Context: an optimization exercise on an open-source flow, tuned for small area. The choices shown serve that exercise and are no tape-out recipe.
The RTL was checked by simulation tests, not by an equivalence proof against the original design.
Power figures rest on the tool's default switching activity, not on a simulated workload.

==> flow/design.v (excerpt) <==
module btqc (
    input  wire         clk,
    input  wire         rst,           
    input  wire         cmd_valid,
    output wire         cmd_ready,
    input  wire [127:0] cmd_data,
    output wire         resp_valid,
    output reg  [31:0]  resp_data,
    output wire         ev_valid,
    output wire [3:0]   ev_kind,
    output reg  [31:0]  ev_data,
    input  wire         ev_ack,
    input  wire [15:0]  ev_rdata
);
    localparam OP_INIT   = 8'h01, OP_SETCFG = 8'h02, OP_ENQ   = 8'h03,
               OP_CLRQ   = 8'h04, OP_QSIZE  = 8'h05, OP_QBYTES = 8'h06,
               OP_QOVF   = 8'h07, OP_FLUSH  = 8'h08, OP_XFER  = 8'h09,
               OP_FILL   = 8'h0A, OP_COPY   = 8'h0B, OP_SWCOPY = 8'h0C;
    localparam [5:0] S_IDLE    = 6'b00_0000,
                     S_RESP    = 6'b01_0000,
                     S_ENQ     = 6'b10_0000,
                     S_SLOT    = 6'b11_0000,
                     S_PREP    = 6'b11_0000,    
                     S_W1      = 6'b00_0001,    
                     S_W2      = 6'b01_0001,
                     S_W3      = 6'b10_0001,
                     S_W4      = 6'b11_0001,
                     S_SUFFIX  = 6'b00_0010,    
                     S_DW16    = 6'b00_0011,    
                     S_WAIT    = 6'b00_0100,    
                     S_GETSTEP = 6'b00_0101,    
                     S_SETSTEP = 6'b00_0110,    
                     S_SETSTEPF= 6'b01_0110,    
                     S_TAKEN   = 6'b00_0111,    
                     S_HALT    = 6'b00_1000,    
                     S_RESUME  = 6'b00_1001,    
                     S_RESUMEB = 6'b01_1001,    
                     S_SRCRD   = 6'b00_1010,    
                     S_PEND    = 6'b00_1011;    
    reg [5:0] state;
    assign ev_kind  = state[3:0];
    assign ev_valid = |state[3:0];
    wire   ev_fire  = ev_valid && ev_ack;
    reg [4:0]  effcap;         
    reg [4:0]  qcount;
    reg [3:0]  ovfidx;
    reg [19:0] qb;             
    reg        bok;            
    reg [19:0] bh;             
    reg        cfg_autoflush, cfg_ignover, cfg_hwdis, cfg_perbatch;
    localparam RW = 73;
    reg [16*RW-1:0] ring;
    reg [3:0]       ph;
    wire [RW-1:0]   rout = ring[16*RW-1:15*RW];
    reg [22:0] ps;             
    reg [15:0] pd;             
  ...
==> flow/config.mk <==
export PLATFORM = sky130hd
export DESIGN_NAME = btqc
export DESIGN_NICKNAME = btqc
export VERILOG_FILES = /design/flow/design.v
export SDC_FILE = /design/flow/constraint.sdc
export NUM_CORES = 4
export LEC_CHECK = 0
export CAP_MARGIN = 20
export CORE_MARGIN = 2
export CORE_UTILIZATION = 40
export SLEW_MARGIN = 20
==> flow/constraint.sdc <==
create_clock -name core_clock -period 10.0 [get_ports {clk}]
set_input_delay 2.0000 -clock core_clock [delete_from_list [all_inputs] [get_ports {clk}]]
set_output_delay 2.0000 -clock core_clock [all_outputs]
set_load 0.01 [all_outputs]
standard.sh (not shown) runs the stock make flow with config.mk's settings and CLKGATE_MAP_FILE= SYNTH_SCRIPT=/design/flow/synth_recipe.tcl, a recipe that flattens the netlist after the stock synthesis.
==> flow/flow/run.sh <==
#!/bin/bash
# The standard ORFS layout (standard.sh), with three changes:
#  - synthesis is ORFS's own synthesis script (standard.sh synth), but ABC
#    maps the logic with an area-only script (flow/abc_area.script: ifraig, dc2, dch +
#    amap, no buffering or sizing); flip-flops are mapped before ABC runs,
#    so the registers are those of the standard synthesis
#  - the input and output port buffers are the smallest buffer cell (buf_1)
#  - clock tree: clkbuf_8 leaf clusters of up to 16 sinks within 50 um, no dummy loads
# Each make run's whole output goes to its own log (synth.log, standard.log);
# ORFS keeps each step's log under orfs/logs/.
set -euo pipefail
rm -rf scripts_area
cp -r "$FLOW_HOME/scripts" scripts_area
cp flow/abc_area.script scripts_area/abc_speed.script
export BUFFER_PORTS_ARGS="-buffer_cell sky130_fd_sc_hd__buf_1"
export CTS_ARGS="-sink_clustering_enable -repair_clock_nets -buf_list sky130_fd_sc_hd__clkbuf_8 -sink_clustering_size 16 -sink_clustering_max_diameter 50 -dont_use_dummy_load"
bash standard.sh SCRIPTS_DIR="$PWD/scripts_area" synth > synth.log 2>&1
bash standard.sh > standard.log 2>&1
==> flow/flow/abc_area.script <==
strash
ifraig
dc2
dch -f
amap
strash
dch -f
amap
topo
stime -c
Change:
--- a/flow/design.v
+++ b/flow/design.v
@@ -94,42 +94,48 @@
     endfunction
     wire        acc    = cmd_valid && cmd_ready;
     wire [7:0]  c_op   = cmd_data[127:120];
     wire [23:0] c_src  = cmd_data[119:96];
     wire [15:0] c_dst  = cmd_data[95:80];
     wire [15:0] c_len  = cmd_data[79:64];
     wire [15:0] c_step = cmd_data[63:48];
     wire [7:0]  c_val  = cmd_data[47:40];
     wire [1:0]  c_cls  = cmd_data[33:32];
     wire [31:0] c_aux  = cmd_data[31:0];
-    reg [127:0] wf_mask;
-    reg         wf_known;
+    wire z_srch = (c_src[23:16] == 8'd0);
+    wire z_srcm = (c_src[15:1] == 15'd0);
+    wire z_src0 = !c_src[0];
+    wire z_dst  = (c_dst == 16'd0);
+    wire z_len  = (c_len == 16'd0);
+    wire z_step = (c_step == 16'd0);
+    wire z_val  = (c_val == 8'd0);
+    wire z_rsv  = (cmd_data[39:34] == 6'd0);
+    wire z_cls  = (c_cls == 2'd0);
+    wire z_auxh = (c_aux[31:4] == 28'd0);
+    wire z_auxl = (c_aux[3:0] == 4'd0);
+    wire z_src  = z_srch && z_srcm && z_src0;
+    wire z_mid  = z_val && z_rsv;                        
+    reg  c_ok;
     always @* begin
-        wf_known = 1'b1;
         case (c_op)
-            OP_INIT:   wf_mask = 128'hFFFFFFFF_FFFF0000_FFFFFFFF_00000000;
-            OP_SETCFG: wf_mask = 128'hFFFFFFFF_FFFFFFFF_FFFFFFFF_FFFFFFF0;
-            OP_ENQ:    wf_mask = 128'hFF000001_00000000_0000FFFC_FFFFFFFF;
+            OP_INIT:   c_ok = z_src && z_dst && z_step && z_mid && z_cls;
+            OP_SETCFG: c_ok = z_src && z_dst && z_len && z_step && z_mid && z_cls && z_auxh;
+            OP_ENQ, OP_XFER:
+                       c_ok = z_src0 && z_mid && (c_cls != 2'd3) && z_auxh && z_auxl;
             OP_CLRQ, OP_QSIZE, OP_QBYTES, OP_QOVF, OP_FLUSH:
-                       wf_mask = 128'hFFFFFFFF_FFFFFFFF_FFFFFFFF_FFFFFFFF;
-            OP_XFER:   wf_mask = 128'hFF000001_00000000_0000FFFC_FFFFFFFF;
-            OP_FILL:   wf_mask = 128'hFFFFFFFF_00000000_000000FF_FFFFFFFF;
-            OP_COPY:   wf_mask = 128'hFFFF0000_00000000_0000FFFF_FFFFFFFF;
-            OP_SWCOPY: wf_mask = 128'hFF000001_FFFF0000_0000FFFF_00000000;
-            default: begin
-                wf_mask  = 128'hFF000000_00000000_00000000_00000000;
-                wf_known = 1'b0;
-            end
+                       c_ok = z_src && z_dst && z_len && z_step && z_mid && z_cls && z_auxh && z_auxl;
+            OP_FILL:   c_ok = z_src && z_rsv && z_cls && z_auxh && z_auxl;
+            OP_COPY:   c_ok = z_srch && z_mid && z_cls && z_auxh && z_auxl;
+            OP_SWCOPY: c_ok = z_src0 && z_dst && z_mid && z_cls;
+            default:   c_ok = 1'b0;
         endcase
     end
-    wire c_cls_bad = ((c_op == OP_ENQ) || (c_op == OP_XFER)) && (c_cls == 2'd3);
-    wire c_ok      = wf_known && ((cmd_data & wf_mask) == {c_op, 120'd0}) && !c_cls_bad;
     wire [15:0] p_opnd   = f_fill ? {15'h7FFF, ~pd[0]} : ps[15:0];
     wire [24:0] p_sum_f  = addf({8'd0, pl}, {8'd0, p_opnd}, 1'b0);
     wire [16:0] p_sum    = p_sum_f[16:0];
     wire        p_over   = p_sum[16] && (p_sum[15:0] != 16'd0);
     wire        p_cross  = p_over && (f_enq || f_xf);
     wire [15:0] p_plen   = (p_cross || (f_fill && p_over)) ? p_sum[15:0] :
                            (f_fill ? {15'd0, |pl} : pl);
     wire [24:0] qcnt_inc = addf({19'd0, qcount}, 24'd0, 1'b1);
     wire        enq_full = !gtf({19'd0, effcap}, {19'd0, qcount}) ||
                            (p_cross && !gtf({19'd0, effcap}, qcnt_inc[23:0]));
What happened: Setup slack gets worse by 0.10 ns. Cell area came out lower by 0.90%. Power rose by 4.6%. Wire length is lower by 3.3%. Sequential cell count does not change. Fmax drops by about 1%. Clock skew went up by 0.011 ns. Final cell count is lower by 1.4%. Clock-buffer cell count decreases by 1. Clock power barely changes. Non-clock buffer count decreases by 5.

-- port drivers added, routing unchanged --
The flow's constraints put no driver on any port. The routed layouts listed below were extracted and timed again, unchanged, in two steps.
Step 1 (the two cells are an assumption about what drives the block):
set clk [get_ports {clk}]
set_driving_cell -lib_cell sky130_fd_sc_hd__clkbuf_16 $clk
set_driving_cell -lib_cell sky130_fd_sc_hd__buf_2 [delete_from_list [all_inputs] $clk]
Step 2 also shifts input and output timing later by t, the mid clock arrival at the registers, as if the neighbouring blocks saw the same clock.
Three values: ideal, step 1, step 2; two values: the first two.
run	t, ns	slack for setup (ns)	hold slack, ns	worst setup path at the end	worst slew at a driven data input, ns
the first run	0.836	0.298 / 0.229 / 0.366	0.280 / 0.280 / 0.280	register to register	0.16
the second run	0.825	0.197 / 0.137 / 0.411	0.262 / 0.262 / 0.262	register to register	0.12
After both steps setup and hold are still met in every run listed.
